Background: an optimization exercise with open tools, aiming at small area. Do not read the settings as production practice. Only simulation tests tie the RTL to the original design; equivalence was not proved. No activity file was given, so power comes from the tool's default toggle rates.

## design/flow/design.v

```verilog
module led_channel (
    input  wire        clk,
    input  wire        rst,
    input  wire [15:0] period_ticks,
    input  wire [15:0] one_duty,
    input  wire [15:0] zero_duty,
    input  wire [15:0] reset_periods,
    input  wire        refill,        
    input  wire [23:0] fill,          
    input  wire        old_bit,       
    output wire [4:0]  idx,           
    input  wire        start,         
    output wire        idle,
    output wire        led_out,
    output wire [23:0] color
);
    localparam PH_IDLE   = 2'd0;
    localparam PH_LEAD   = 2'd1;
    localparam PH_STREAM = 2'd2;
    localparam PH_TRAIL  = 2'd3;
    reg [1:0]  ph;
    reg [23:0] pix;         
    reg        ntag;        
    reg        atag;        
    reg        ev;          
    reg        slot_on;
    reg        hi;
    reg        cb;          
    reg [15:0] tick;
    reg [15:0] cnt;         
    assign idle    = (ph == PH_IDLE);
    assign color   = pix;
    assign idx     = cnt[4:0];
    assign led_out = hi;
    wire [15:0] tick_inc = tick + 16'd1;
    wire        slot_end = !slot_on || (tick_inc == period_ticks);
    wire        fetch    = slot_end && (ph != PH_IDLE);
    wire        stream   = (ph == PH_STREAM);
    wire        a_last   = (cnt[4:0] == 5'd0);
    wire [15:0] cnt_dec  = cnt - 16'd1;
    wire        c_one    = (cnt == 16'd1);
    wire [15:0] duty     = cb ? one_duty : zero_duty;
    always @(posedge clk)
        if (refill)
            pix <= fill;
    always @(posedge clk) begin
        if (refill) begin
            ntag <= 1'b0;
            atag <= 1'b0;
        end else begin
            if (ev)
                ntag <= 1'b1;
            if (ev && ph == PH_LEAD)
                atag <= 1'b1;
            else if (fetch && stream && a_last)
                atag <= ntag;
        end
        if (fetch)
            cb <= atag ? pix[cnt[4:0]] : old_bit;
    end
    always @(posedge clk)
        tick <= slot_end ? 16'd0 : tick_inc;
    always @(posedge clk) begin
        if (start || (ev && stream && cnt[15]))
            cnt <= reset_periods;
        else if (ev && ph == PH_LEAD)
            cnt <= {11'd15, 5'd23};
        else if (fetch)
            cnt <= {cnt_dec[15:4], cnt_dec[3] & !(stream && a_last), cnt_dec[2:0]};
    end
    always @(posedge clk) begin
        if (rst) begin
            ph      <= PH_IDLE;
            ev      <= 1'b0;
            slot_on <= 1'b0;
            hi      <= 1'b0;
        end else begin
            slot_on <= !slot_end || (ph != PH_IDLE);
            hi      <= fetch ? stream : (hi && (tick_inc != duty));
            ev      <= fetch && (stream ? a_last : c_one);
            if (start)
                ph <= PH_LEAD;
            else if (ev) begin
                case (ph)
                    PH_LEAD:   ph <= PH_STREAM;
                    PH_STREAM: if (cnt[15]) ph <= PH_TRAIL;
                    default:   ph <= PH_IDLE;
                endcase
            end
        end
    end
endmodule
module led_can_node #(
    parameter NUM_LEDS = 16
) (
    input  wire        clk,
    input  wire        rst,
    input  wire        init,
    input  wire [15:0] cfg_period_ticks,
    input  wire [15:0] cfg_one_duty,
    input  wire [15:0] cfg_zero_duty,
    input  wire [15:0] cfg_reset_periods,
    input  wire [7:0]  cfg_node_id,
    input  wire [31:0] now,
    input  wire        periodic,
    input  wire        rx_valid,
    output wire        rx_ready,
    input  wire        rx_ide,
    input  wire        rx_rtr,
    input  wire [28:0] rx_id,
    input  wire [3:0]  rx_dlc,
    input  wire [63:0] rx_data,
    output wire        tx_valid,
    input  wire        tx_ready,
    output wire [28:0] tx_id,
    output wire [15:0] tx_data,
    input  wire [3:0]  gpio_in,
    output reg  [3:0]  gpio_out,
    output wire [1:0]  led_out,
    output wire        fatal
);
    localparam MODE_DISABLED = 2'd0;
    localparam MODE_SOLID    = 2'd1;
    localparam MODE_RAINBOW  = 2'd2;
    localparam S_IDLE   = 4'd0;
    localparam S_FNONE  = 4'd1;
    localparam S_FREAD  = 4'd2;
    localparam S_FPINS  = 4'd3;
    localparam S_FPIN   = 4'd4;
    localparam S_FRGB0  = 4'd5;
    localparam S_FRGB1  = 4'd6;
    localparam S_PER0   = 4'd7;
    localparam S_PER1   = 4'd8;
    localparam S_W0I    = 4'd9;     
    localparam S_W0P    = 4'd10;    
    localparam S_W1     = 4'd11;    
    localparam S_SEND   = 4'd12;
    reg        inited;
    reg        halted;
    reg [15:0] period_ticks, one_duty, zero_duty, reset_periods;
    reg [7:0]  node_id;
    wire [16:0] zlo, olp;
    assign zlo[0] = 1'b0;
    assign olp[0] = 1'b0;
    genvar ci;
    generate
        for (ci = 0; ci < 16; ci = ci + 1) begin : g_cmp
            assign zlo[ci+1] = (!cfg_zero_duty[ci] && cfg_one_duty[ci]) ||
                               ((!cfg_zero_duty[ci] || cfg_one_duty[ci]) && zlo[ci]);
            assign olp[ci+1] = (!cfg_one_duty[ci] && cfg_period_ticks[ci]) ||
                               ((!cfg_one_duty[ci] || cfg_period_ticks[ci]) && olp[ci]);
        end
    endgenerate
    wire cfg_ok = (cfg_zero_duty != 16'd0) && zlo[16] && olp[16] && (cfg_reset_periods != 16'd0);
    always @(posedge clk) begin
        if (rst) begin
            inited <= 1'b0;
            halted <= 1'b0;
        end else if (init && !inited && !halted) begin
            if (cfg_ok)
                inited <= 1'b1;
            else
                halted <= 1'b1;
        end
    end
    always @(posedge clk) begin
        if (!inited) begin
            period_ticks  <= cfg_period_ticks;
            one_duty      <= cfg_one_duty;
            zero_duty     <= cfg_zero_duty;
            reset_periods <= cfg_reset_periods;
            node_id       <= cfg_node_id;
        end
    end
    assign fatal = halted;
    reg [3:0]  st;
    reg        per_pend;
    reg [7:0]  fd;              
    reg [1:0]  mode0, mode1;
    reg        z0, z1;          
    wire [23:0] color0, color1;
    reg [31:0] last0, last1;
    reg        lz0, lz1;        
    wire [1:0] ch_idle;
    reg [23:0] old;             
    reg        oc;
    wire [4:0] idx0, idx1;
    assign rx_ready = inited && (st == S_IDLE) && !per_pend;
    assign tx_valid = (st == S_SEND);
    assign tx_id    = {21'd0, fd[7:0]};
    assign tx_data  = {4'd0, gpio_out, 4'd0, old[11:8]};
    wire [7:0] r_cmd    = rx_id[15:8];
    wire       r_accept = rx_ide && !rx_rtr && (rx_id[7:0] == node_id);
    reg  [3:0] r_state;
    always @(*) begin
        r_state = S_FNONE;
        if (r_accept) begin
            case (r_cmd)
                8'd0: if (rx_dlc == 4'd1) r_state = S_FREAD;
                8'd1: if (rx_dlc == 4'd1) r_state = S_FPINS;
                8'd2: if (rx_dlc == 4'd2 && rx_data[7:0] >= 8'd1 && rx_data[7:0] <= 8'd4 &&
                          rx_data[15:8] <= 8'd1)
                          r_state = S_FPIN;
                8'd5: if (rx_dlc == 4'd4 && rx_data[7:0] <= 8'd2) r_state = S_FRGB0;
                8'd6: if (rx_dlc == 4'd4 && rx_data[7:0] <= 8'd2) r_state = S_FRGB1;
                default: ;
            endcase
        end
    end
    wire        p_ch       = (st == S_PER1);
    wire [1:0]  p_mode     = p_ch ? mode1 : mode0;
    wire [31:0] p_last     = ({32{p_ch && !lz1}} & last1) | ({32{!p_ch && !lz0}} & last0);
    wire        p_rainbow  = (p_mode == MODE_RAINBOW);
    wire [10:0] p_lo       = {1'b0, now[9:0]} - {1'b0, p_last[9:0]};
    wire [21:0] p_nh       = now[31:10];
    wire [21:0] p_lh       = p_last[31:10];
    wire [21:0] p_ones;                          
    assign p_ones[0] = 1'b1;
    genvar bi;
    generate
        for (bi = 1; bi < 22; bi = bi + 1) begin : g_ones
            assign p_ones[bi] = p_ones[bi-1] & p_lh[bi-1];
        end
    endgenerate
    wire        p_heq0     = (p_nh == p_lh);
    wire        p_heq1     = ((p_nh ^ p_lh) == p_ones);    
    wire        p_hz       = p_lo[10] ? p_heq1 : p_heq0;   
    wire        p_gt100    = !p_hz || (|p_lo[9:7]) ||
                             (p_lo[6] && p_lo[5] && (p_lo[4] || p_lo[3] ||
                              (p_lo[2] && (p_lo[1] || p_lo[0]))));
    wire        p_gt1000   = !p_hz ||
                             ((&p_lo[9:5]) && (p_lo[4] ||
                              (p_lo[3] && (p_lo[2] || p_lo[1] || p_lo[0]))));
    wire        p_refresh  = p_rainbow ? p_gt100 : p_gt1000;
    wire        p_rz  = (old[15:8] == 8'd0);
    wire        p_gz  = (old[23:16] == 8'd0);
    wire        p_bz  = (old[7:0] == 8'd0);
    wire        p_z   = p_ch ? z1 : z0;
    wire        p_red = p_gz && p_bz;                
    wire        p_hold = p_red && !p_z;
    wire        p_c1  = p_bz && !p_rz;               
    wire        p_c2  = p_rz && !p_gz;               
    wire        p_c3  = !p_c1 && !p_c2;              
    wire [7:0]  p_x   = p_c1 ? old[15:8] : p_c2 ? old[23:16] : old[7:0];
    wire [7:0]  p_y   = p_x - 8'd3;
    wire        f_rgb   = (st == S_FRGB0) || (st == S_FRGB1);
    wire [1:0]  f_mode  = fd[1:0];
    wire        set_rgb = f_rgb && f_mode == 2'd1;
    wire        set_red = (f_rgb && f_mode == 2'd2) || (!f_rgb && p_rainbow && p_hold);
    wire        stp     = !f_rgb && p_rainbow && !p_hold;
    wire [23:0] fill;
    assign fill[15:8]  = ({8{set_rgb}} & old[15:8]) | {8{set_red}} |
                         ({8{stp && p_c1}} & p_y) | ({8{stp && p_c3}} & ~p_y);
    assign fill[23:16] = ({8{set_rgb}} & old[23:16]) |
                         ({8{stp && p_c2}} & p_y) | ({8{stp && p_c1}} & ~p_y);
    assign fill[7:0]   = ({8{set_rgb}} & old[7:0]) |
                         ({8{stp && p_c3}} & p_y) | ({8{stp && p_c2}} & ~p_y);
    wire refill0 = (st == S_FRGB0) || (st == S_PER0 && p_refresh && p_mode != MODE_SOLID);
    wire refill1 = (st == S_FRGB1) || (st == S_PER1 && p_refresh && p_mode != MODE_SOLID);
    wire start0 = (st == S_W0I || st == S_W0P) && ch_idle[0];
    wire start1 = (st == S_W1) && ch_idle[1];
    wire       old_bit = old[oc ? idx1 : idx0];
    wire       pre_per = (st == S_IDLE && per_pend) || (st == S_PER0 && !p_refresh) ||
                         (st == S_W0P && ch_idle[0]);
    wire       old_ch1 = (st == S_FRGB1) || (st == S_PER0) || (st == S_W0P);
    always @(posedge clk)
        if (refill0 || refill1)
            oc <= refill1;
    always @(posedge clk)
        if (f_rgb || pre_per) begin
            old <= old_ch1 ? color1 : color0;
        end else if (st == S_IDLE) begin
            old <= {rx_data[23:16], rx_data[15:8], rx_data[31:24]};
        end else if (st == S_FREAD) begin
            old[11:8] <= gpio_in;       
        end
    always @(posedge clk) begin
        if (st == S_IDLE)
            fd[7:0] <= rx_data[7:0];
    end
    always @(posedge clk) begin
        if (rst) begin
            st       <= S_IDLE;
            per_pend <= 1'b0;
            gpio_out <= 4'd0;
            mode0    <= MODE_DISABLED;
            mode1    <= MODE_DISABLED;
            lz0      <= 1'b1;
            lz1      <= 1'b1;
        end else begin
            case (st)
                S_IDLE: begin
                    if (per_pend) begin
                        per_pend <= 1'b0;
                        st       <= S_PER0;
                    end else if (rx_valid && rx_ready) begin
                        st <= r_state;
                    end
                end
                S_FNONE: st <= S_IDLE;
                S_FREAD: st <= S_SEND;
                S_FPINS: begin
                    gpio_out <= fd[3:0];
                    st       <= S_IDLE;
                end
                S_FPIN: begin
                    gpio_out[fd[1:0] - 2'd1] <= old[8];
                    st <= S_IDLE;
                end
                S_FRGB0: begin
                    mode0 <= f_mode;
                    st    <= S_W0I;
                end
                S_FRGB1: begin
                    mode1 <= f_mode;
                    st    <= S_W1;
                end
                S_PER0: begin
                    if (p_refresh) begin
                        lz0   <= 1'b0;
                        st    <= S_W0P;
                    end else begin
                        st <= S_PER1;
                    end
                end
                S_PER1: begin
                    if (p_refresh) begin
                        lz1   <= 1'b0;
                        st    <= S_W1;
                    end else begin
                        st <= S_IDLE;
                    end
                end
                S_W0I: if (ch_idle[0]) st <= S_IDLE;
                S_W0P: if (ch_idle[0]) st <= S_PER1;
                S_W1:  if (ch_idle[1]) st <= S_IDLE;
                S_SEND: if (tx_ready) st <= S_IDLE;
                default: st <= S_IDLE;
            endcase
            if (periodic && inited)
                per_pend <= 1'b1;
        end
    end
    always @(posedge clk) begin
        if (st == S_PER0 && p_refresh)
            last0 <= now;
        if (st == S_PER1 && p_refresh)
            last1 <= now;
    end
    always @(posedge clk) begin
        if (st == S_FRGB0)
            z0 <= 1'b1;
        else if (st == S_PER0 && p_refresh && p_rainbow)
            z0 <= p_red && !p_z;
        if (st == S_FRGB1)
            z1 <= 1'b1;
        else if (st == S_PER1 && p_refresh && p_rainbow)
            z1 <= p_red && !p_z;
    end
    led_channel u_ch0 (
        .clk           (clk),
        .rst           (rst),
        .period_ticks  (period_ticks),
        .one_duty      (one_duty),
        .zero_duty     (zero_duty),
        .reset_periods (reset_periods),
        .refill        (refill0),
        .fill          (fill),
        .old_bit       (old_bit),
        .idx           (idx0),
        .start         (start0),
        .idle          (ch_idle[0]),
        .led_out       (led_out[0]),
        .color         (color0)
    );
    led_channel u_ch1 (
        .clk           (clk),
        .rst           (rst),
        .period_ticks  (period_ticks),
        .one_duty      (one_duty),
        .zero_duty     (zero_duty),
        .reset_periods (reset_periods),
        .refill        (refill1),
        .fill          (fill),
        .old_bit       (old_bit),
        .idx           (idx1),
        .start         (start1),
        .idle          (ch_idle[1]),
        .led_out       (led_out[1]),
        .color         (color1)
    );
endmodule
```

## design/flow/flow/run.sh

```bash
#!/bin/bash
# The standard layout (standard.sh), with:
# - synthesis mapped by abc for area (flow/synth.tcl, flow/area.script);
# - the smallest buffer cell on the ports;
# - a clock tree of mid-size buffers without dummy loads;
# - the constant outputs tied by one tie cell.
# make's output goes to standard.log; ORFS keeps each step's log in orfs/logs.
set -euo pipefail
export BUFFER_PORTS_ARGS="-buffer_cell sky130_fd_sc_hd__buf_1"
export CTS_ARGS="-sink_clustering_enable -repair_clock_nets -buf_list {sky130_fd_sc_hd__clkbuf_8} -sink_clustering_size 16 -sink_clustering_max_diameter 100 -dont_use_dummy_load"
export SKIP_REPAIR_TIE_FANOUT=1
bash standard.sh SYNTH_SCRIPT="$PWD/flow/synth.tcl" finish > standard.log 2>&1
```

## design/flow/flow/area.script

```
&get -n
&st
&dch -f
&nf -R 1000 -a -p -F 8 -A 4
&put
```

## design/flow/flow/synth.tcl

```tcl
# The standard synthesis (synth_recipe.tcl in the work folder), with one
# change: abc maps the logic with an area-oriented script (flow/area.script)
# instead of ORFS's delay-oriented one. Registers are mapped before abc, so
# they are the standard synthesis's, by name, count and cell type.
set ::area_script [file join [file dirname [file normalize [info script]]] area.script]
proc abc {args} {
  set i [lsearch -exact $args -script]
  if { $i >= 0 } {
    set args [lreplace $args [expr {$i + 1}] [expr {$i + 1}] $::area_script]
  }
  yosys abc {*}$args
}
source [file join [file dirname [file dirname [file normalize [info script]]]] synth_recipe.tcl]
```

## design/flow/standard.sh

```bash
#!/bin/bash
# synth_recipe.tcl (not shown) runs the flow's synth.tcl, then flattens the netlist and writes it again
# the make line also repeats each setting of config.mk as NAME=value (left out here)
make -C /OpenROAD-flow-scripts/flow DESIGN_CONFIG=/design/flow/config.mk WORK_HOME=/design/flow/orfs CLKGATE_MAP_FILE= SYNTH_SCRIPT=/design/flow/synth_recipe.tcl "${@:-finish}"
```

## design/flow/config.mk

```make
export PLATFORM = sky130hd
export DESIGN_NAME = led_can_node
export DESIGN_NICKNAME = led_can_node
export VERILOG_FILES = /design/flow/design.v
export SDC_FILE = /design/flow/constraint.sdc
export NUM_CORES = 4
export LEC_CHECK = 0
export CAP_MARGIN = 20
export CORE_MARGIN = 2
export CORE_UTILIZATION = 40
export SLEW_MARGIN = 20
```

## design/flow/constraint.sdc

```tcl
create_clock -name core_clock -period 10.0 [get_ports {clk}]
set_input_delay 2.0000 -clock core_clock [delete_from_list [all_inputs] [get_ports {clk}]]
set_output_delay 2.0000 -clock core_clock [all_outputs]
set_load 0.01 [all_outputs]
```

==> results of run 1 <==
[cells by family after synthesis]
family	synth area share, %
buffers and inverters	2.93
and+or+nand+nor	13.0
DFF	53.9
AOI/OAI and AO/OA	11.0
adders and majority gates	4.16
muxes	6.14
other	0.0229
xor gates and xnor gates	8.86
[report_power, final]
group	switching, mW	leakage, nW	internal [mW]
combinational	0.167	2.74	0.0945
clock	0.409	0.173	0.215
sequential	0.0711	2.93	1.48
total	0.648	5.85	1.79
[tightest hold or removal path: stages (launching register included)]
cell and delay (ns):
dfxtp_1 0.33, nand2_1 0.05, a21oi_1 0.06
[area by class of cell]
cell class	instances	share of cell area, %
Multi-Input combinational cell	1031	39.6
Clock buffer	24	1.84
Inverter	50	1.04
Tap cell	532	3.70
Timing Repair Buffer	205	4.66
Sequential cell	316	49.2
[worst max path at each step]
stage,startpoint,endpoint,slack (ns),cells past startpoint
CTS,st[2]$_SDFFE_PP0P_,old[19]$_DFFE_PP_,1.92,23
detailed placement,cfg_zero_duty[0],inited$_SDFFE_PP0P_,1.54,20
floorplan,st[2]$_SDFFE_PP0P_,oc$_DFFE_PP_,0.05,22
global route,st[2]$_SDFFE_PP0P_,old[19]$_DFFE_PP_,1.38,23
finish,st[2]$_SDFFE_PP0P_,old[18]$_DFFE_PP_,2.05,25
global placement,cfg_zero_duty[0],inited$_SDFFE_PP0P_,1.55,20
[stage by stage]
step                      instances  util (%)  total power, mW  cell area, um^2  hold slack [ns]
after CTS                      2157      44.2             2.47            18000            0.484
after detailed placement       2133      43.4             1.84            17600            0.458
after global routing           2158      44.2             2.54            18000            0.499
after global placement         2133      43.4             1.84            17600            0.445
after floorplan                1436         -             1.73            16400            0.427
final                          2158      44.2             2.44            18000            0.482
[flip-flops by register name, summed over array words and instances, names as in the netlist, 4 cells and up]
signal,flops
st,4
old,24
u_ch0.cnt,16
last0,32
u_ch0.tick,16
u_ch0.pix,24
u_ch1.tick,16
fd,8
one_duty,16
u_ch1.pix,24
zero_duty,16
reset_periods,16
node_id,8
period_ticks,16
gpio_out,4
last1,32
u_ch1.cnt,16
[routing by layer]
layer / wire, um / global-route usage [%] / part of all wire, % / vias up
li1: - / - / - / 5735
met1: 19100 / 26.5 / 46 / 5795
met2: 20000 / 33.3 / 48 / 312
met3: 1930 / 2.38 / 4.6 / 54
met4: 849 / 4.23 / 2.0 / 0
met5: 0 / 0 / 0 / -
[synthesized netlist by cell type (5+ instances only)]
library cell / n / share of area (%)
o211ai_1: 10 / 0.46
nor4_1: 43 / 1.6
nand3_1: 25 / 0.76
nand4_1: 20 / 0.76
or3_1: 13 / 0.50
nor3b_1: 6 / 0.27
edfxtp_1: 251 / 46
mux4_2: 14 / 1.9
nand2b_1: 8 / 0.31
xor2_1: 86 / 4.6
maj3_1: 30 / 1.8
a21oi_1: 70 / 2.1
nand2_1: 111 / 2.5
dfxtp_1: 65 / 7.9
nor2_1: 130 / 3.0
clkinv_1: 50 / 1.1
ha_1: 29 / 2.2
and3_1: 7 / 0.27
a221oi_1: 5 / 0.27
a221o_1: 8 / 0.49
mux2i_1: 68 / 4.1
a22oi_1: 44 / 2.0
buf_4: 39 / 1.8
nor2b_1: 20 / 0.76
a22o_1: 14 / 0.75
a31oi_1: 11 / 0.42
o21ai_0: 66 / 2.0
nor3_1: 34 / 1.0
xnor2_1: 80 / 4.3
o22ai_1: 6 / 0.23
a211oi_1: 7 / 0.32
a21o_1: 14 / 0.64
==> metrics.yaml, run 1 <==
status: "finished clean"
r2r_slack_ns: 2.05
gp_congestion: 0.902
cts_made_buffers: 24
vias: 11896
rsz0062_at_grt: "false"
grt_max_degree: 76
grt_util_all_layers_pct: 19.5
ctsLongestPathBuffers: 3
fillers: 3877
cp-end-kind: "register"
start_util_pct: 40.4
powerDensity_nw_per_um2: 136
die_height_um: 207
first_iter_violations: 832
cp.arrival_ns: 8.19
syn_nets: 1679
rows: 74
worstHoldEndpoint: "u_ch1.atag$_SDFFE_PP0P_"
ys_seq_area_share_pct: 53.9
syn_avg_cell_area_um2: 11.4
cts_sinks: 316
diodes: 0
multiInputGateArea_um2: 7120
postCtsSetupBuffers: 0
post_cts_resized: 0
cap_viol_max_count: 0
ff_latch_area_um2: 8840
drt-vias-per-instance: 5.51
dr.pass1.iters: 6
clock_skew_ns: 0.0994
dp_slack_ns: 1.54
cpLargestDelayFamily: "simple AND/OR/NAND/NOR gates"
fin_ws_ns: 2.05
cts.htree.levels: 1
synthToLayoutAreaGrowth_pct: 9.61
dieArea_um2: 42700
ys_seq_elements: 316
min_period_over_period_pct: 79.5
mostFrequentLayoutCell: "edfxtp_1"
hold_viol: 0
hold_class: "register to register"
synthesis.area_um2: 16400
holdBufCountCts: 0
ys.flop_type: "edfxtp_1"
synth_async_sr_flop_share_pct: 0
drt_wl_total_um: 41900
cpMostUsedCell: "or3_1"
hp-start: "u_ch1.atag$_SDFFE_PP0P_"
setup_viol: 0
core_area_um2: 40600
portBuffers: 192
worstRegToRegCells: 25
grt_antenna_before_repair: 0
ys_warn_count: 2
route.detailed.drc: 0
reg2reg_to: "old[18]$_DFFE_PP_"
cp_num_buf_inv: 2
grt_overflow: 0
power_leakage_nw: 5.85
first_global_vias: 11616
root_buffer: "clkbuf_8"
dp_hpwl_um: 30800
setup_tns_ns: 0
vdd_drop_max_mv: 0.0856
synth-edff-count: 251
slew_headroom_pct: 27.7
worst_slew_pin_slew_ns: 1.08
hold_depth: 2
grt_pass1_wl_um: 64700
cts_tree: "done"
fin_crit_ns: 7.95
io_pins: 267
dieWidth_um: 207
nets: 1871
worstPathRequired_ns: 10.25
slowest_stage: "nand2_1"
startpoint_type: "register"
clk_latency_ns: 0.63
worstReg2RegStart: "st[2]$_SDFFE_PP0P_"
clkSlewWorstSetupHoldPaths_ns: 0.11
slowest_delay_ns: 0.81
synth_cell_types: 59
final_max_slew_viol_count: 0
clock.fmax_ghz: 0.126
synthCells: 1436
wire_per_inst_um: 19.4
cp_max_fo: 50
critical_path_class: "register to register"
ant_nets: 0
final_cell_mix: "251 x edfxtp_1, 192 x buf_1, 129 x nor2_1"
drive_above_1_share_pct: 3.51
==> run 2: changes to the inputs <==
--- a/design/flow/design.v
+++ b/design/flow/design.v
@@ -175,7 +175,7 @@
     assign fatal = halted;
     reg [3:0]  st;
     reg        per_pend;
-    reg [7:0]  fd;              
+    reg [1:0]  fm;              
     reg [1:0]  mode0, mode1;
     reg        z0, z1;          
     wire [23:0] color0, color1;
@@ -187,10 +187,11 @@
     wire [4:0] idx0, idx1;
     assign rx_ready = inited && (st == S_IDLE) && !per_pend;
     assign tx_valid = (st == S_SEND);
-    assign tx_id    = {21'd0, fd[7:0]};
+    assign tx_id    = {21'd0, old[7:0]};
     assign tx_data  = {4'd0, gpio_out, 4'd0, old[11:8]};
     wire [7:0] r_cmd    = rx_id[15:8];
     wire       r_accept = rx_ide && !rx_rtr && (rx_id[7:0] == node_id);
+    wire       r_rgbcmd = (r_cmd == 8'd5) || (r_cmd == 8'd6);
     reg  [3:0] r_state;
     always @(*) begin
         r_state = S_FNONE;
@@ -244,7 +245,7 @@
     wire [7:0]  p_x   = p_c1 ? old[15:8] : p_c2 ? old[23:16] : old[7:0];
     wire [7:0]  p_y   = p_x - 8'd3;
     wire        f_rgb   = (st == S_FRGB0) || (st == S_FRGB1);
-    wire [1:0]  f_mode  = fd[1:0];
+    wire [1:0]  f_mode  = fm;
     wire        set_rgb = f_rgb && f_mode == 2'd1;
     wire        set_red = (f_rgb && f_mode == 2'd2) || (!f_rgb && p_rainbow && p_hold);
     wire        stp     = !f_rgb && p_rainbow && !p_hold;
@@ -270,13 +271,14 @@
         if (f_rgb || pre_per) begin
             old <= old_ch1 ? color1 : color0;
         end else if (st == S_IDLE) begin
-            old <= {rx_data[23:16], rx_data[15:8], rx_data[31:24]};
+            old[23:8] <= rx_data[23:8];
+            old[7:0]  <= r_rgbcmd ? rx_data[31:24] : rx_data[7:0];
         end else if (st == S_FREAD) begin
             old[11:8] <= gpio_in;       
         end
     always @(posedge clk) begin
         if (st == S_IDLE)
-            fd[7:0] <= rx_data[7:0];
+            fm <= rx_data[1:0];
     end
     always @(posedge clk) begin
         if (rst) begin
@@ -300,11 +302,11 @@
                 S_FNONE: st <= S_IDLE;
                 S_FREAD: st <= S_SEND;
                 S_FPINS: begin
-                    gpio_out <= fd[3:0];
+                    gpio_out <= old[3:0];
                     st       <= S_IDLE;
                 end
                 S_FPIN: begin
-                    gpio_out[fd[1:0] - 2'd1] <= old[8];
+                    gpio_out[old[1:0] - 2'd1] <= old[8];
                     st <= S_IDLE;
                 end
                 S_FRGB0: begin
==> run 2 against run 1 <==
Combinational power is essentially flat; total power shrank 1.8%; largest cell class unchanged; critical path type unchanged; first-iteration DRC count grew 3.0%; final cell count grew 0.14%; still clean; highest routed layer unchanged; critical endpoint is now old[11]$_DFFE_PP_; maximum frequency shrank 1.7%.
==> metrics.yaml, run 2 <==
rows: 74  # unchanged
synth.largest_area_cell: "edfxtp_1"
vias: 11938  # +0.35%
mostFrequentLayoutCell: "edfxtp_1"
post_cts_resized: 0  # unchanged
synth_cell_types: 57  # -3.4%
hold_depth: 2  # unchanged
startpoint_type: "register"
worstRegToRegCells: 27  # +8.0%
dp_slack_ns: 1.58  # +0.0473 ns
ys_seq_area_share_pct: 52.8  # -1.1 points
dieArea_um2: 42600  # about the same
fin_crit_ns: 8.08  # +0.134 ns
worst_slew_pin_slew_ns: 1.08  # +0.00242 ns
holdBufCountCts: 0  # unchanged
ctsLongestPathBuffers: 3  # unchanged
min_period_over_period_pct: 80.8  # +1.3 points
r2r_slack_ns: 1.92  # -0.13 ns
drive_above_1_share_pct: 3.87  # +0.36 points
clkSlewWorstSetupHoldPaths_ns: 0.11  # about the same
start_util_pct: 40.3  # about the same
power_leakage_nw: 5.80  # -0.82%
status: "finished clean"
hp-start: "u_ch1.hi$_SDFF_PP0_"
cp.arrival_ns: 8.36  # +0.17 ns
grt_max_degree: 75  # -1.3%
dp_hpwl_um: 31800  # +3.3%
worstSetupStartpoint: "st[2]$_SDFFE_PP0P_"
critical_path_class: "register to register"
cts_made_buffers: 23  # -4.2%
grt_pass1_wl_um: 67000  # +3.6%
powerDensity_nw_per_um2: 134  # -1.5%
cts.htree.levels: 1  # unchanged
cp_num_buf_inv: 2  # unchanged
die_height_um: 206  # about the same
ant_nets: 0  # unchanged
cap_viol_max_count: 0  # unchanged
grt_util_all_layers_pct: 20.3  # +0.85 points
slew_headroom_pct: 28.1  # +0.39 points
drt_wl_total_um: 43400  # +3.6%
fin_ws_ns: 1.92  # -0.134 ns
syn_avg_cell_area_um2: 11.4  # -0.56%
grt_antenna_before_repair: 0  # unchanged
syn_nets: 1685  # +0.36%
ys_seq_elements: 310  # -1.9%
cts_sinks: 310  # -1.9%
ys_top_cells_by_area: "edfxtp_1 45%, dfxtp_1 7.9%, xor2_1 4.6%"
cp-end-kind: "register"
synthesis.area_um2: 16400  # about the same
dr.pass1.iters: 5  # -1
vdd_drop_max_mv: 0.117  # +37%
wire_per_inst_um: 20.1  # +3.5%
core_area_um2: 40600  # unchanged
synth-edff-count: 245  # -2.4%
first_global_vias: 11826  # +1.8%
rsz0062_at_grt: "false"
synthCells: 1443  # +0.49%
setup_viol: 0  # unchanged
finalPower_mw: 2.39  # -1.8%
grt_overflow: 0  # unchanged
clk_latency_ns: 0.60  # -0.03 ns
worstPathRequired_ns: 10.28  # +0.03 ns
route.detailed.drc: 0  # unchanged
worstReg2RegStart: "st[2]$_SDFFE_PP0P_"
diodes: 0  # unchanged
top_regs: "last0 x32, last1 x32"
portBuffers: 192  # unchanged
io_pins: 267  # unchanged
cts_tree: "done"
reg2reg_to: "old[11]$_DFFE_PP_"
setup_tns_ns: 0  # unchanged
final_max_slew_viol_count: 0  # unchanged
ys.flop_type: "edfxtp_1"
clock_skew_ns: 0.0467  # -0.0526 ns
synth_top_area_share_pct: 44.9  # -1.1 points
gp_congestion: 0.885  # -1.9%
cpLargestDelayFamily: "simple AND/OR/NAND/NOR gates"
slowest_stage: "o21ai_0"
final_cell_mix: "245 x edfxtp_1, 192 x buf_1, 129 x nor2_1"
slowest_delay_ns: 0.55  # -0.26 ns
yosysMostFrequentCell: "edfxtp_1"
synthTopCellsByCount: "245 x edfxtp_1, 131 x nor2_1, 95 x nand2_1"
clock.fmax_ghz: 0.124  # -1.7%
cp_max_fo: 49  # -2.0%
root_buffer: "clkbuf_8"
hold_class: "register to register"
synthToLayoutAreaGrowth_pct: 9.33
postCtsSetupBuffers: 0  # unchanged
hold-worst-slack_ns: 0.477  # -0.00521 ns
synth_async_sr_flop_share_pct: 0  # unchanged
drt-vias-per-instance: 5.52  # +0.21%
nets: 1873  # +0.11%
hold_viol: 0  # unchanged
first_iter_violations: 857  # +3.0%
worstHoldEndpoint: "u_ch1.hi$_SDFF_PP0_"
dieWidth_um: 206  # about the same
ys_warn_count: 2  # unchanged
-- run 2: cell types whose count changed in the layout (fill, tap and decap cells not counted), sizes merged, moves of 5 or more --
cell	previous run	this run
nor2b	20	26
a21o	14	8
a22oi	44	37
nand2	111	95
a211oi	7	18
or3	13	7
nand2b	8	14
buf	205	210
o21ai	66	55
edfxtp	251	245
nor3	34	28
nand3	25	32
-- run 2: where the power goes --
part / leakage [nW] / switching, mW / internal (mW)
clock network: 0.165 / 0.407 / 0.207
registers: 2.87 / 0.0688 / 1.45
logic: 2.77 / 0.167 / 0.0963
total: 5.80 / 0.643 / 1.75
-- run 2: kinds of logic (layout without fill, tap and decap cells) --
| kind of cell | after synthesis | after routing | synth area share (%) |
|---|---|---|---|
| AO/OA/AOI/OAI | 268 | 268 | 10.7 |
| buffers and inverters | 100 | 286 | 3.37 |
| multiplexers | 87 | 87 | 6.39 |
| AND/OR/NAND/NOR | 448 | 448 | 13.5 |
| other | 1 | 1 | 0.0229 |
| flip-flops | 310 | 310 | 52.8 |
| XOR/XNOR | 170 | 170 | 9.08 |
| adder cells (fa/ha/maj) | 59 | 59 | 4.09 |
-- run 2: worst reg2reg max path, delay by kind of cell, from the launching register on --
kind / cells / cell delay (ns)
DFF: 1 / 0.43
AOI/OAI and AO/OA: 5 / 1.45
and+or+nand+nor: 19 / 5.20
xor gates and xnor gates: 1 / 0.13
buffers and inverters: 2 / 0.57
-- run 2: routing by layer --
layer	vias to the layer above	share of wire [%]	global-route usage, %	routed length (um)
li1	5732	-	-	-
met1	5861	45	27.3	19400
met2	291	48	34.6	21000
met3	54	4.6	2.59	2000
met4	0	2.5	5.26	1080
met5	-	0	0	0
-- run 2: area by class of cell --
class	count	area (um^2)
inverter	53	200
tap	532	666
timing repair buffer	210	856
clock buffer	23	317
fill	3877	22700
multi-input combinational	1033	7230
sequential	310	8660
-- run 2: how the worst max path moves through the flow --
stage	endpoint	slack [ns]	cells past startpoint
after floorplan	oc$_DFFE_PP_	0.36	22
after global routing	old[11]$_DFFE_PP_	1.08	27
after global placement	inited$_SDFFE_PP0P_	1.61	20
final	old[11]$_DFFE_PP_	1.92	27
after CTS	old[11]$_DFFE_PP_	1.75	27
after detailed placement	inited$_SDFFE_PP0P_	1.58	20
-- run 2: through the flow --
step	instances	utilization [%]	instance area, um^2
after global placement	2138	43.3	17600
after global routing	2161	44.1	17900
after CTS	2161	44.1	17900
after floorplan	1443	-	16400
final	2161	44.1	17900
after detailed placement	2138	43.3	17600
==> run 3: changes to the inputs <==
==> design/flow/flow/area.script (replaced) <==
&get -n
&st
&dch -f
&nf -R 1000 -a -p -F 8 -A 4 -C 32
&put
==> run 3 against run 2 <==
Wire length is 1.1% lower; clock skew is 0.018 ns higher; via count hardly changed; total power hardly changed; die area is 0.37% lower; sequential cell count stayed put; critical path type unchanged; largest power group unchanged.
==> metrics.yaml, run 3 <==
worstHoldEndpoint: "lz0$_SDFFE_PP1P_"
drive_above_1_share_pct: 4.35  # +0.48 points
gp_congestion: 0.931  # +5.2%
synthCells: 1402  # -2.8%
synthTopCellsByCount: "245 x edfxtp_1, 139 x nor2_1, 86 x xnor2_1"
slowest_stage: "nor2_2"
switching_share_pct: 26.6  # -0.26 points
yosysMostFrequentCell: "edfxtp_1"
cts_tree: "done"
root_buffer: "clkbuf_8"
cts_made_buffers: 23  # unchanged
cts_sinks: 310  # unchanged
dp_hpwl_um: 31900  # +0.41%
ys_warn_count: 2  # unchanged
slowest_delay_ns: 0.64  # +0.09 ns
hold_class: "register to register"
cts.htree.levels: 1  # unchanged
fin_ws_ns: 1.46  # -0.460 ns
cpMostUsedCell: "or3_1"
yosys.area_share.simple_pct: 12.7  # -0.77 points
route.detailed.drc: 0  # unchanged
grt_antenna_before_repair: 0  # unchanged
grt_overflow: 0  # unchanged
p_switching_mw: 0.637  # -0.89%
wire_per_inst_um: 20.3  # +0.82%
synth_async_sr_flop_share_pct: 0  # unchanged
worstReg2RegStart: "st[2]$_SDFFE_PP0P_"
die_height_um: 206  # -0.19%
holdBufCountCts: 0  # unchanged
worstRegToRegCells: 28  # +3.7%
ys_top_cells_by_area: "edfxtp_1 45%, dfxtp_1 8.0%, xnor2_1 4.6%"
syn_avg_cell_area_um2: 11.6  # +2.5%
synthAdderAreaFrac_pct: 4.11  # +0.016 points
p_int_mw: 1.76  # +0.42%
mostFrequentLayoutCell: "edfxtp_1"
cp.arrival_ns: 8.91  # +0.55 ns
seqPwrFrac_pct: 63.2  # -0.2 points
synth_cell_types: 61  # +7.0%
synth_mux_area_share_pct: 7.56  # +1.2 points
fin_crit_ns: 8.54  # +0.460 ns
vias: 11931  # -0.059%
critical_path_class: "register to register"
syn_nets: 1644  # -2.4%
hold_depth: 2  # unchanged
ant_nets: 0  # unchanged
hp-start: "lz0$_SDFFE_PP1P_"
clkSlewWorstSetupHoldPaths_ns: 0.11  # about the same
synth_top_family_by_area: "simple AND/OR/NAND/NOR gates"
status: "finished clean"
clock_skew_ns: 0.0651  # +0.0184 ns
r2r_slack_ns: 1.46  # -0.46 ns
io_pins: 267  # unchanged
dp_slack_ns: 1.41  # -0.178 ns
ctsLongestPathBuffers: 3  # unchanged
synth_top_area_share_pct: 45.1  # +0.17 points
rsz0062_at_grt: "false"
slew_headroom_pct: 27.0  # -1.1 points
synth_xor_area_share_pct: 8.42  # -0.66 points
worst_slew_pin_slew_ns: 1.09  # +0.0119 ns
cp-end-kind: "register"
pwr-share-clk_pct: 25.3  # -0.3 points
postCtsSetupBuffers: 0  # unchanged
post_cts_resized: 0  # unchanged
top_regs: "last0 x32, last1 x32"
grt_util_all_layers_pct: 19.8  # -0.54 points
nets: 1831  # -2.2%
dr.pass1.iters: 5  # unchanged
grt_max_degree: 75  # unchanged
vdd_drop_max_mv: 0.0739  # -37%
cp_max_fo: 37  # -24%
synth.largest_area_cell: "edfxtp_1"
clk_latency_ns: 0.61  # about the same
setup_tns_ns: 0  # unchanged
dieWidth_um: 206  # -0.19%
worstPathRequired_ns: 10.37  # +0.09 ns
diodes: 0  # unchanged
ys_seq_area_share_pct: 53.0  # +0.20 points
pwr-share-comb_pct: 11.5  # +0.5 points
dieArea_um2: 42500  # -0.37%
min_period_over_period_pct: 85.4  # +4.6 points
rows: 74  # unchanged
core_area_um2: 40600  # -0.23%
final_max_slew_viol_count: 0  # unchanged
synthToLayoutAreaGrowth_pct: 9.41  # about the same
grt_pass1_wl_um: 64900  # -3.1%
synth-edff-count: 245  # unchanged
drt-vias-per-instance: 5.63  # +1.9%
fillers: 3862  # -0.39%
first_global_vias: 11427  # -3.4%
clock.fmax_ghz: 0.117  # -5.4%
ys_seq_elements: 310  # unchanged
reg2reg_to: "oc$_DFFE_PP_"
cap_viol_max_count: 0  # unchanged
powerDensity_nw_per_um2: 134  # +0.38%
portBuffers: 192  # unchanged
startpoint_type: "register"
ys.flop_type: "edfxtp_1"
power_leakage_nw: 5.79  # -0.13%
final_cell_mix: "245 x edfxtp_1, 192 x buf_1, 138 x nor2_1"
drt_wl_total_um: 42900  # -1.1%
synthesis.area_um2: 16300  # -0.38%
synth_compound_area_share_pct: 11.0  # +0.26 points
first_iter_violations: 900  # +5.0%
setup_viol: 0  # unchanged
hold_viol: 0  # unchanged
start_util_pct: 40.3  # -0.062 points
==> run 3: changes by cell type in the layout (fill, tap and decap cells not counted), sizes merged, moves of 5 or more <==
cell    before  now
nand2       95   63
xor2        86   71
clkinv      53   43
nand2b      14   23
nor4        46   37
a211oi      18   10
a221oi       4   12
nor2       131  139
a31oi       13    7
mux4        14   20
a21oi       66   71
==> run 3: final cells by class <==
class                   count  area, um^2  share of cell area, %
repair buffers            209         848                   4.75
clock buffers              23         317                   1.77
inverters                  43         163                  0.910
well taps                 532         666                   3.73
multi-input cells        1002        7220                   40.4
flip-flops and latches    310        8660                   48.5
==> run 3: cells by family after synthesis <==
kind of cell / Yosys count
compound gates: 270
xor+xnor: 157
flops: 310
simple gates: 417
mux: 98
other cells: 1
buf+inv: 90
fa+ha+maj: 59
==> run 3: worst max path at each step <==
| stage | to | depth (start not counted) | startpoint | slack, ns |
|---|---|---|---|---|
| after floorplan | oc$_DFFE_PP_ | 25 | st[2]$_SDFFE_PP0P_ | 0.28 |
| after global placement | inited$_SDFFE_PP0P_ | 21 | cfg_zero_duty[0] | 1.44 |
| after detailed placement | oc$_DFFE_PP_ | 28 | st[2]$_SDFFE_PP0P_ | 1.41 |
| after CTS | oc$_DFFE_PP_ | 28 | st[2]$_SDFFE_PP0P_ | 1.37 |
| after global routing | oc$_DFFE_PP_ | 28 | st[2]$_SDFFE_PP0P_ | 0.77 |
| final | oc$_DFFE_PP_ | 28 | st[2]$_SDFFE_PP0P_ | 1.46 |
==> run 3: metrics by stage <==
step | hold WS [ns] | power (mW) | cell area (um^2) | instances | util, %
2_1_floorplan | 0.428 | 1.71 | 16300 | 1402 | -
3_3_place_gp | 0.449 | 1.81 | 17500 | 2096 | 43.3
3_5_place_dp | 0.458 | 1.81 | 17500 | 2096 | 43.3
4_1_cts | 0.474 | 2.42 | 17900 | 2119 | 44.0
5_1_grt | 0.490 | 2.49 | 17900 | 2119 | 44.1
6_report | 0.470 | 2.40 | 17900 | 2119 | 44.1
==> run 3: power groups by stage <==
stage / clock network (mW) / registers [mW] / logic (mW)
after floorplan: 0 / 1.51 / 0.194
after global placement: 0 / 1.54 / 0.267
after detailed placement: 0 / 1.54 / 0.272
after CTS: 0.632 / 1.51 / 0.273
after global routing: 0.669 / 1.52 / 0.302
final: 0.606 / 1.51 / 0.275
==> run 3: routing by layer <==
layer | up-vias | global-route usage (%) | share of wire, %
met5 | - | 0 | 0
met4 | 0 | 5.26 | 2.6
met3 | 66 | 2.81 | 6.1
met2 | 425 | 33.1 | 47
met1 | 5795 | 26.9 | 44
li1 | 5645 | - | -
==> run 3: worst max-delay path: cells and delay by family, from the launching register on <==
kind	cells	cell delay [ns]
XOR/XNOR	1	0.08
AND/OR/NAND/NOR	21	5.85
buffers and inverters	2	0.72
flip-flops	1	0.44
AO/OA/AOI/OAI	4	1.18
==> run 4: changes to the inputs <==
--- a/design/flow/config.mk
+++ b/design/flow/config.mk
@@ -7,5 +7,5 @@
 export LEC_CHECK = 0
 export CAP_MARGIN = 20
 export CORE_MARGIN = 2
-export CORE_UTILIZATION = 40
+export CORE_UTILIZATION = 60
 export SLEW_MARGIN = 20
==> run 4 against run 3 <==
First-iteration DRC count is 0.67% higher; die area is 33% lower; critical path depth is 2 lower; sequential share of layout area is 0.62 points higher; synthesized area stayed put; sequential power hardly changed; worst setup slack better by 0.48 ns; core utilization is 22 points higher; global-route usage is 7.5 points higher; count of clock-buffer cells in the layout stayed put; largest cell class unchanged.
==> metrics.yaml, run 4 <==
route.detailed.drc: 0  # unchanged
dieArea_um2: 28600  # -33%
dp_slack_ns: 1.44  # +0.0324 ns
synthCells: 1402  # unchanged
ys_seq_elements: 310  # unchanged
setup_viol: 0  # unchanged
finalPower_mw: 2.38  # -0.80%
clock_skew_ns: 0.0647  # -0.000377 ns
holdBufCountCts: 0  # unchanged
dr.pass1.iters: 5  # unchanged
cp.arrival_ns: 8.35  # -0.56 ns
die_height_um: 169  # -18%
grt_pass1_wl_um: 61300  # -5.5%
cap_viol_max_count: 0  # unchanged
powerDensity_nw_per_um2: 135  # +0.47%
top_regs: "last0 x32, last1 x32"
clk_latency_ns: 0.57  # -0.04 ns
synth_top_area_share_pct: 45.1  # unchanged
io_pins: 267  # unchanged
syn_avg_cell_area_um2: 11.6  # unchanged
cts_made_buffers: 23  # unchanged
nets: 1830  # -0.055%
start_util_pct: 60.8  # +20 points
vdd_drop_max_mv: 0.109  # +47%
grt_antenna_before_repair: 0  # unchanged
hold-worst-slack_ns: 0.468  # -0.00152 ns
critical_path_class: "register to register"
drt-vias-per-instance: 6.07  # +7.8%
stdcell_count: 1927  # -9.1%
wl_met2_um: 19200  # -4.4%
final_cell_area_um2: 17600  # -1.3%
clock.fmax_ghz: 0.124  # +6.0%
synthToLayoutAreaGrowth_pct: 8.02
synthesis.area_um2: 16300  # unchanged
slew_headroom_pct: 25.1  # -1.9 points
dp.cells: 1903  # -9.2%
top_layer: "met4"
core_area_um2: 26900  # -34%
cts_sinks: 310  # unchanged
cp_max_fo: 35  # -5.4%
post_cts_resized: 0  # unchanged
vias: 11692  # -2.0%
hold_class: "register to register"
cts_tree: "done"
fin_crit_ns: 8.06  # -0.481 ns
mostFrequentLayoutCell: "edfxtp_1"
status: "finished clean"
place_area_um2: 17300  # -1.5%
fin_util_pct: 65.6  # +22 points
synthTopCellsByCount: "245 x edfxtp_1, 139 x nor2_1, 86 x xnor2_1"
min_period_over_period_pct: 80.6  # -4.8 points
grt_overflow: 0  # unchanged
wire_per_inst_um: 20.4  # +0.65%
dp_hpwl_um: 29000  # -9.2%
cp-end-kind: "register"
ctsLongestPathBuffers: 3  # unchanged
first_global_vias: 11527  # +0.88%
ant_nets: 0  # unchanged
ys_top_cells_by_area: "edfxtp_1 45%, dfxtp_1 8.0%, xnor2_1 4.6%"
rows: 60  # -19%
rsz0062_at_grt: "false"
grt_util_all_layers_pct: 27.3  # +7.5 points
drt_wl_total_um: 39300  # -8.5%
gp_congestion: 0.944  # +1.5%
power_leakage_nw: 5.80  # +0.13%
synth.largest_area_cell: "edfxtp_1"
ys.flop_type: "edfxtp_1"
first_iter_violations: 906  # +0.67%
m1WireLength_um: 17200  # -9.8%
met3_length_um: 2130  # -19%
worst_slew_pin_slew_ns: 1.12  # +0.0320 ns
dieWidth_um: 169  # -18%
startpoint_type: "register"
ys_warn_count: 2  # unchanged
portBuffers: 192  # unchanged
yosysMostFrequentCell: "edfxtp_1"
hold_viol: 0  # unchanged
final_cell_mix: "245 x edfxtp_1, 192 x buf_1, 138 x nor2_1"
grt_max_degree: 75  # unchanged
ys_seq_area_share_pct: 53.0  # unchanged
diodes: 0  # unchanged
synth-edff-count: 245  # unchanged
final_max_slew_viol_count: 0  # unchanged
cts.htree.levels: 1  # unchanged
clkSlewWorstSetupHoldPaths_ns: 0.11  # about the same
syn_nets: 1644  # unchanged
postCtsSetupBuffers: 0  # unchanged
synth_cell_types: 61  # unchanged
worstPathRequired_ns: 10.29  # -0.08 ns
fin_ws_ns: 1.94  # +0.481 ns
synth_async_sr_flop_share_pct: 0  # unchanged
root_buffer: "clkbuf_8"
drive_above_1_share_pct: 4.35  # about the same
setup_tns_ns: 0  # unchanged
## run 4: cell counts after synthesis
Identical to the previous run, type by type.
## run 4: worst max-delay path, cell delays in order (launching register included)
cell,delay (ns)
dfxtp_1,0.43
nand2b_1,0.34
nor3_1,0.22
nor2_2,0.54
a22oi_1,0.28
nor2b_1,0.23
nand2_1,0.13
or3_1,0.37
or3_1,0.38
nor3_1,0.28
nand2b_1,0.15
or3_1,0.37
or2_0,0.29
nor4_1,0.49
nand3_1,0.23
or3_1,0.39
nor2_1,0.13
xnor2_1,0.13
nor3_1,0.09
nand3_1,0.08
o31ai_1,0.09
nand4_1,0.10
o21ai_0,0.23
a222oi_1,0.56
nand2_2,0.51
a211oi_1,0.63
a21oi_1,0.08
## run 4: power by group
part | internal (mW) | total [mW] | switching, mW
logic | 0.103 | 0.271 | 0.168
clock network | 0.206 | 0.591 | 0.384
registers | 1.45 | 1.52 | 0.0658
total | 1.76 | 2.38 | 0.618
## run 4: worst paths after layout
check	startpoint	to	slack (ns)	cells past startpoint
worst max-delay path	st[2]$_SDFFE_PP0P_	old[8]$_DFFE_PP_	1.94	26
worst min-delay path	lz0$_SDFFE_PP1P_	lz0$_SDFFE_PP1P_	0.47	2
worst max register to register	st[2]$_SDFFE_PP0P_	old[8]$_DFFE_PP_	1.94	26
worst min register to register	lz0$_SDFFE_PP1P_	lz0$_SDFFE_PP1P_	0.47	2
## run 4: cells by family after synthesis
| kind of cell | count (synthesis) | share of synthesized area (%) |
|---|---|---|
| and+or+nand+nor | 417 | 12.7 |
| DFF | 310 | 53.0 |
| AOI/OAI and AO/OA | 270 | 11.0 |
| xor gates and xnor gates | 157 | 8.42 |
| muxes | 98 | 7.56 |
| buffers and inverters | 90 | 3.15 |
| adders and majority gates | 59 | 4.11 |
| other | 1 | 0.0230 |
## run 4: layer usage
metal / up-vias / global-route usage (%)
met3: 58 / 2.81
met2: 352 / 47.4
met4: 0 / 6.28
li1: 5642 / -
met5: - / 0
met1: 5640 / 37.3
## run 4: area by class of cell
| type | instances | area, um^2 |
|---|---|---|
| tap | 341 | 427 |
| sequential | 310 | 8660 |
| inverter | 43 | 161 |
| clock buffer | 23 | 317 |
| fill | 2211 | 9240 |
| multi-input combinational | 1002 | 7220 |
| timing repair buffer | 208 | 861 |
==> run 5: changes to the inputs <==
--- a/design/flow/design.v
+++ b/design/flow/design.v
@@ -212,7 +212,17 @@
     wire [1:0]  p_mode     = p_ch ? mode1 : mode0;
     wire [31:0] p_last     = ({32{p_ch && !lz1}} & last1) | ({32{!p_ch && !lz0}} & last0);
     wire        p_rainbow  = (p_mode == MODE_RAINBOW);
-    wire [10:0] p_lo       = {1'b0, now[9:0]} - {1'b0, p_last[9:0]};
+    wire [10:0] p_lo;                            
+    wire [10:0] p_bw;
+    assign p_bw[0] = 1'b0;
+    genvar bj;
+    generate
+        for (bj = 0; bj < 10; bj = bj + 1) begin : g_lo
+            assign p_lo[bj]   = now[bj] ^ p_last[bj] ^ p_bw[bj];
+            assign p_bw[bj+1] = (!now[bj] && p_last[bj]) || ((!now[bj] || p_last[bj]) && p_bw[bj]);
+        end
+    endgenerate
+    assign p_lo[10] = p_bw[10];
     wire [21:0] p_nh       = now[31:10];
     wire [21:0] p_lh       = p_last[31:10];
     wire [21:0] p_ones;                          
--- a/design/flow/config.mk
+++ b/design/flow/config.mk
@@ -7,5 +7,5 @@
 export LEC_CHECK = 0
 export CAP_MARGIN = 20
 export CORE_MARGIN = 2
-export CORE_UTILIZATION = 60
+export CORE_UTILIZATION = 40
 export SLEW_MARGIN = 20
==> run 5 against run 4 <==
Total power barely moved; core utilization decreased by 21 points; critical path depth fell by 5; maximum frequency is 2.6% lower; combinational power is 6% lower; sequential share of layout area shrank 0.47 points; register-to-register slack got worse by 0.03 ns; synthesized area decreased by 0.49%; worst hold slack got worse by 0.0072 ns; critical endpoint is now inited$_SDFFE_PP0P_; highest routed layer unchanged.
==> metrics.yaml, run 5 <==
status: "finished clean"
cts_tree: "done"
synth-edff-count: 245  # unchanged
setup_tns_ns: 0  # unchanged
vdd_drop_max_mv: 0.0774  # -29%
startpoint_type: "primary input"
min_period_over_period_pct: 82.7  # +2.1 points
ys_top_cells_by_area: "edfxtp_1 45%, dfxtp_1 8.0%, xnor2_1 5.0%"
mostFrequentLayoutCell: "edfxtp_1"
dieArea_um2: 42300  # +48%
setup_viol: 0  # unchanged
synth_async_sr_flop_share_pct: 0  # unchanged
rsz0062_at_grt: "false"
io_pins: 267  # unchanged
wire_per_inst_um: 20.2  # -1.1%
cap_viol_max_count: 0  # unchanged
cts.htree.levels: 1  # unchanged
rows: 73  # +22%
ctsLongestPathBuffers: 3  # unchanged
powerDensity_nw_per_um2: 133  # -1.0%
cts_sinks: 310  # unchanged
cp.arrival_ns: 8.79  # +0.44 ns
route.detailed.drc: 0  # unchanged
clk_latency_ns: 0.58  # about the same
synth_cell_types: 59  # -3.3%
power_leakage_nw: 5.77  # -0.55%
final_cell_mix: "245 x edfxtp_1, 192 x buf_1, 138 x nor2_1"
synthCells: 1397  # -0.36%
slew_headroom_pct: 25.5  # +0.35 points
postCtsSetupBuffers: 0  # unchanged
holdBufCountCts: 0  # unchanged
core_area_um2: 39900  # +49%
synthToLayoutAreaGrowth_pct: 9.60
grt_overflow: 0  # unchanged
dieWidth_um: 206  # +22%
vias: 11630  # -0.53%
post_cts_resized: 0  # unchanged
cts_made_buffers: 23  # unchanged
synth.largest_area_cell: "edfxtp_1"
top_regs: "last0 x32, last1 x32"
yosysMostFrequentCell: "edfxtp_1"
ys.flop_type: "edfxtp_1"
drt_wl_total_um: 42600  # +8.4%
synth_top_area_share_pct: 45.3  # +0.22 points
grt_antenna_before_repair: 3  # +3
ant_nets: 0  # unchanged
final_cell_area_um2: 17800  # +0.96%
synthTopCellsByCount: "245 x edfxtp_1, 139 x nor2_1, 92 x xnor2_1"
ys_warn_count: 2  # unchanged
cp-end-kind: "register"
drive_above_1_share_pct: 4.42  # +0.069 points
gp_congestion: 0.878  # -7.0%
worstPathRequired_ns: 10.52  # +0.23 ns
clock_skew_ns: 0.0542  # -0.0105 ns
root_buffer: "clkbuf_8"
synthesis.area_um2: 16300  # -0.49%
first_global_vias: 11509  # -0.16%
dr.pass1.iters: 5  # unchanged
ys_seq_elements: 310  # unchanged
place_area_um2: 17500  # +0.98%
start_util_pct: 40.7  # -20 points
grt_util_all_layers_pct: 20.1  # -7.2 points
clkSlewWorstSetupHoldPaths_ns: 0.10  # about the same
first_iter_violations: 681  # -25%
syn_avg_cell_area_um2: 11.6  # -0.13%
grt_pass1_wl_um: 65400  # +6.6%
fin_crit_ns: 8.27  # +0.212 ns
hold_class: "register to register"
dp_hpwl_um: 31900  # +10%
portBuffers: 192  # unchanged
clock.fmax_ghz: 0.121  # -2.6%
grt_max_degree: 75  # unchanged
syn_nets: 1638  # -0.36%
ys_seq_area_share_pct: 53.3  # +0.26 points
nets: 1827  # -0.16%
final_max_slew_viol_count: 0  # unchanged
cp_max_fo: 3  # -91%
fillers: 3716  # +68%
drt-vias-per-instance: 5.51  # -9.2%
hold_viol: 0  # unchanged
die_height_um: 206  # +22%
worst_slew_pin_slew_ns: 1.12  # -0.00528 ns
critical_path_class: "primary input to register"
## run 5: path summary, 6_finish.rpt
kind,cells past startpoint,end,startpoint,slack [ns]
hold / removal,2,mode0[0]$_SDFFE_PP0P_,mode0[0]$_SDFFE_PP0P_,0.46
setup / recovery,21,inited$_SDFFE_PP0P_,cfg_zero_duty[0],1.73
setup reg to reg,28,old[2]$_DFFE_PP_,st[2]$_SDFFE_PP0P_,1.91
hold reg to reg,2,mode0[0]$_SDFFE_PP0P_,mode0[0]$_SDFFE_PP0P_,0.46
## run 5: metrics by stage
stage	worst slack [ns]	total power [mW]	std cells	hold WS, ns	utilization [%]
global route	0.967	2.47	2112	0.500	44.6
global placement	1.20	1.80	2085	0.446	43.7
detailed placement	1.15	1.80	2085	0.447	43.7
CTS	1.76	2.40	2108	0.462	44.5
finish	1.73	2.38	2112	0.461	44.6
floorplan	0.608	1.70	1397	0.426	-
## run 5: worst max-delay path: stages
cell and delay [ns]:
buf_1 0.10, nand2b_1 0.15, maj3_1 0.36, maj3_1 0.37, maj3_1 0.37, maj3_1 0.36, maj3_1 0.36, maj3_1 0.37
maj3_1 0.38, maj3_1 0.37, maj3_1 0.36, maj3_1 0.37, maj3_1 0.42, maj3_1 0.38, maj3_1 0.36, maj3_1 0.41
maj3_1 0.38, a41oi_1 0.16, nand3_1 0.12, or4b_1 0.48, a21oi_1 0.14
## run 5: cells by family after synthesis
logic type	count (synthesis)	synth area share (%)
other	1	0.0231
and+or+nand+nor	424	12.7
muxes	94	7.39
xor gates and xnor gates	151	8.14
DFF	310	53.3
AOI/OAI and AO/OA	260	10.7
adders and majority gates	58	4.42
buffers and inverters	99	3.37
## run 5: cell type report
cell class | count | area [um^2] | share of cell area, %
diodes | 3 | 7.51 | 0.0421
clock buffers | 23 | 317 | 1.78
inverters | 52 | 195 | 1.10
multi-input cells | 988 | 7090 | 39.8
flip-flops and latches | 310 | 8660 | 48.6
well taps | 525 | 657 | 3.69
repair buffers | 211 | 883 | 4.96
## run 5: metal layers
layer	global-route usage [%]	vias up	share of wire, %
met5	0	-	0
met4	7.01	0	2.7
met3	2.30	63	4.8
met2	34.0	334	49
met1	26.6	5639	44
li1	-	5594	-
## run 5: where the power goes
group	total, mW	switching [mW]	internal, mW
combinational	0.255	0.158	0.0967
clock	0.601	0.394	0.207
sequential	1.52	0.0705	1.45
==> run 6: changes to the inputs <==
--- a/design/flow/flow/run.sh
+++ b/design/flow/flow/run.sh
@@ -7,6 +7,6 @@
 # make's output goes to standard.log; ORFS keeps each step's log in orfs/logs.
 set -euo pipefail
 export BUFFER_PORTS_ARGS="-buffer_cell sky130_fd_sc_hd__buf_1"
-export CTS_ARGS="-sink_clustering_enable -repair_clock_nets -buf_list {sky130_fd_sc_hd__clkbuf_8} -sink_clustering_size 16 -sink_clustering_max_diameter 100 -dont_use_dummy_load"
+export CTS_ARGS="-sink_clustering_enable -repair_clock_nets -buf_list {sky130_fd_sc_hd__clkbuf_8} -sink_clustering_size 15 -sink_clustering_max_diameter 100 -dont_use_dummy_load"
 export SKIP_REPAIR_TIE_FANOUT=1
 bash standard.sh SYNTH_SCRIPT="$PWD/flow/synth.tcl" finish > standard.log 2>&1
==> run 6 against run 5 <==
Wire length rose by 0.40%; total power is 0.75% higher; non-clock buffer count is the same; final area about the same.
==> metrics.yaml, run 6 <==
yosysMostFrequentCell: "edfxtp_1"
die_height_um: 206  # unchanged
ys_top_cells_by_area: "edfxtp_1 45%, dfxtp_1 8.0%, xnor2_1 5.0%"
hold_class: "register to register"
core_area_um2: 39900  # unchanged
synthToLayoutAreaGrowth_pct: 9.69  # about the same
wire_per_inst_um: 20.2  # +0.36%
rows: 73  # unchanged
met1_usage_pct: 26.6  # -0.034 points
first_iter_violations: 661  # -2.9%
dieWidth_um: 206  # unchanged
status: "finished clean"
dr.pass1.iters: 5  # unchanged
syn_avg_cell_area_um2: 11.6  # unchanged
postCtsSetupBuffers: 0  # unchanged
worstReg2RegStart: "st[2]$_SDFFE_PP0P_"
ys_warn_count: 2  # unchanged
grt_util_all_layers_pct: 20.1  # +0.054 points
setup_tns_ns: 0  # unchanged
cpLargestDelayFamily: "adder cells"
cts.htree.levels: 1  # unchanged
nets: 1828  # +0.055%
clock_skew_ns: 0.0253  # -0.0290 ns
clkSlewWorstSetupHoldPaths_ns: 0.10  # about the same
clk_latency_ns: 0.59  # about the same
gp_congestion: 0.878  # unchanged
ant_nets: 0  # unchanged
drt_wl_total_um: 42800  # +0.40%
start_util_pct: 40.7  # unchanged
final_max_slew_viol_count: 0  # unchanged
synth_async_sr_flop_share_pct: 0  # unchanged
worstRegToRegCells: 28  # unchanged
cp.arrival_ns: 8.78  # about the same
final_cell_mix: "245 x edfxtp_1, 192 x buf_1, 138 x nor2_1"
drt-vias-per-instance: 5.53  # +0.43%
ff_latch_area_um2: 8660  # unchanged
top_regs: "last0 x32, last1 x32"
synth-edff-count: 245  # unchanged
synthesis.area_um2: 16300  # unchanged
cpMostUsedCell: "maj3_1"
route.detailed.drc: 0  # unchanged
syn_nets: 1638  # unchanged
rsz0062_at_grt: "false"
critical_path_class: "primary input to register"
worstSetupStartpoint: "cfg_zero_duty[0]"
busiest_layer: "met2"
r2r_slack_ns: 1.88  # -0.03 ns
min_period_over_period_pct: 82.7  # about the same
worstPathRequired_ns: 10.51  # about the same
reg2reg_to: "old[2]$_DFFE_PP_"
grt_max_degree: 75  # unchanged
post_cts_resized: 0  # unchanged
cts_tree: "done"
worstHoldEndpoint: "mode0[0]$_SDFFE_PP0P_"
slowest_stage: "or4b_1"
ys_seq_elements: 310  # unchanged
synthCells: 1397  # unchanged
slew_headroom_pct: 26.4  # +0.87 points
grt_overflow: 0  # unchanged
hold_depth: 2  # unchanged
cts_sinks: 310  # unchanged
root_buffer: "clkbuf_8"
first_global_vias: 11506  # -0.026%
startpoint_type: "primary input"
ys_seq_area_share_pct: 53.3  # unchanged
use_met3_pct: 2.58  # +0.29 points
fin_util_pct: 44.7  # about the same
ys.flop_type: "edfxtp_1"
powerDensity_nw_per_um2: 134  # +0.68%
grt_antenna_before_repair: 3  # unchanged
slowest_delay_ns: 0.48  # about the same
hp-start: "mode0[0]$_SDFFE_PP0P_"
grt_pass1_wl_um: 65500  # +0.26%
setup_viol: 0  # unchanged
portBuffers: 192  # unchanged
cp-end-kind: "register"
cp_num_buf_inv: 1  # unchanged
io_pins: 267  # unchanged
fillers: 3720  # +0.11%
cp_cell_sequence: "buf_1, nand2b_1, maj3_1, maj3_1, maj3_1, maj3_1, maj3_1, maj3_1, maj3_1, maj3_1, maj3_1, maj3_1, maj3_1, maj3_1, maj3_1, maj3_1, maj3_1, a41oi_1, nand3_1, or4b_1, a21oi_1"
holdBufCountCts: 0  # unchanged
mostFrequentLayoutCell: "edfxtp_1"
vias: 11686  # +0.48%
worst_slew_pin_slew_ns: 1.10  # -0.0131 ns
dieArea_um2: 42300  # unchanged
cts_made_buffers: 24  # +4.3%
fin_crit_ns: 8.27  # +0.00310 ns
multiInputGateArea_um2: 7090  # unchanged
ctsLongestPathBuffers: 3  # unchanged
cap_viol_max_count: 0  # unchanged
dp_hpwl_um: 31900  # unchanged
grtUsageMet2_pct: 34.0  # +0.048 points
hold_viol: 0  # unchanged
power_leakage_nw: 5.77  # +0.12%
synth.largest_area_cell: "edfxtp_1"
synth_cell_types: 59  # unchanged
cp_max_fo: 3  # unchanged
clock.fmax_ghz: 0.121  # about the same
drive_above_1_share_pct: 4.48  # +0.060 points
vdd_drop_max_mv: 0.0873  # +13%
synthTopCellsByCount: "245 x edfxtp_1, 139 x nor2_1, 92 x xnor2_1"
synth_top_area_share_pct: 45.3  # unchanged
==> run 6: worst register-to-register path, delay by kind of cell, from the launching register on <==
kind / cells / cell delay, ns
xor+xnor: 1 / 0.15
compound gates: 6 / 1.59
flops: 1 / 0.41
simple gates: 19 / 4.99
buf+inv: 2 / 0.82
==> run 6: metal layers <==
| metal | part of all wire (%) | routed length, um | vias to the layer above |
|---|---|---|---|
| met5 | 0 | 0 | - |
| met2 | 49 | 20800 | 339 |
| met3 | 5.0 | 2160 | 78 |
| li1 | - | - | 5600 |
| met1 | 43 | 18600 | 5669 |
| met4 | 3.0 | 1290 | 0 |
==> run 6: worst max path at each step <==
stage / depth (start not counted) / end
4_1_cts: 28 / old[2]$_DFFE_PP_
2_1_floorplan: 25 / oc$_DFFE_PP_
3_5_place_dp: 21 / inited$_SDFFE_PP0P_
3_3_place_gp: 21 / inited$_SDFFE_PP0P_
5_1_grt: 28 / old[2]$_DFFE_PP_
6_report: 21 / inited$_SDFFE_PP0P_
==> run 6: final cells by class <==
class,count,area share (%)
Antenna cell,3,0.0421
Clock buffer,24,1.85
Inverter,52,1.10
Multi-Input combinational cell,988,39.8
Sequential cell,310,48.6
Tap cell,525,3.69
Timing Repair Buffer,211,4.96
==> run 6: kinds of logic after synthesis <==
family,count (synthesis),share of synthesized area (%)
AOI/OAI and AO/OA,260,10.7
and+or+nand+nor,424,12.7
adders and majority gates,58,4.42
muxes,94,7.39
buffers and inverters,99,3.37
xor gates and xnor gates,151,8.14
DFF,310,53.3
other,1,0.0231
==> run 6: report_power, final <==
part | internal, mW | switching, mW | total (mW)
Combinational | 0.0967 | 0.158 | 0.255
Sequential | 1.45 | 0.0702 | 1.52
Clock | 0.216 | 0.404 | 0.619
Total | 1.76 | 0.632 | 2.39
==> run 6: through the flow <==
step                worst slack, ns  hold WS, ns  area (um^2)  instances  total power [mW]
CTS                            1.74        0.462        17800       2109              2.42
global route                  0.940        0.500        17800       2113              2.49
floorplan                     0.608        0.426        16300       1397              1.70
finish                         1.73        0.461        17800       2113              2.39
detailed placement             1.15        0.447        17500       2085              1.80
global placement               1.20        0.446        17500       2085              1.80

-- port drivers added, routing unchanged --
In the flow no input, the clock included, has a driving cell. The finished layouts below were timed again as built, in two steps.
Step 1 assumes that a clkbuf_16 drives the clock port and a buf_2 every other input.
Step 2 also shifts input and output timing later by t, the mid clock arrival at the registers, as if the neighbouring blocks saw the same clock.
a / b / c = no drivers / after step 1 / after step 2; a / b = the first two.
run | shift t [ns] | slack for setup (ns) | hold WS [ns] | worst register clock-pin slew, ns | pins driven straight from the clock port
run 1 | 0.629 | 2.053 / 2.053 / 1.560 | 0.482 / 0.482 / 0.482 | 0.11 / 0.11 | 1
run 2 | 0.625 | 1.919 / 1.919 / 1.576 | 0.477 / 0.477 / 0.477 | 0.11 / 0.11 | 1
run 3 | 0.624 | 1.459 / 1.459 / 1.442 | 0.470 / 0.470 / 0.470 | 0.11 / 0.11 | 1
run 4 | 0.589 | 1.940 / 1.940 / 1.432 | 0.468 / 0.468 / 0.468 | 0.11 / 0.11 | 1
run 5 | 0.608 | 1.728 / 1.754 / 1.146 | 0.461 / 0.461 / 0.461 | 0.12 / 0.12 | 1
run 6 | 0.627 | 1.725 / 1.748 / 1.121 | 0.461 / 0.461 / 0.461 | 0.11 / 0.11 | 1
After both steps setup and hold are still met in every run listed. The setup slack of run 6, which loses most, moves by +0.023 ns with the drivers and by -0.604 ns with both steps.
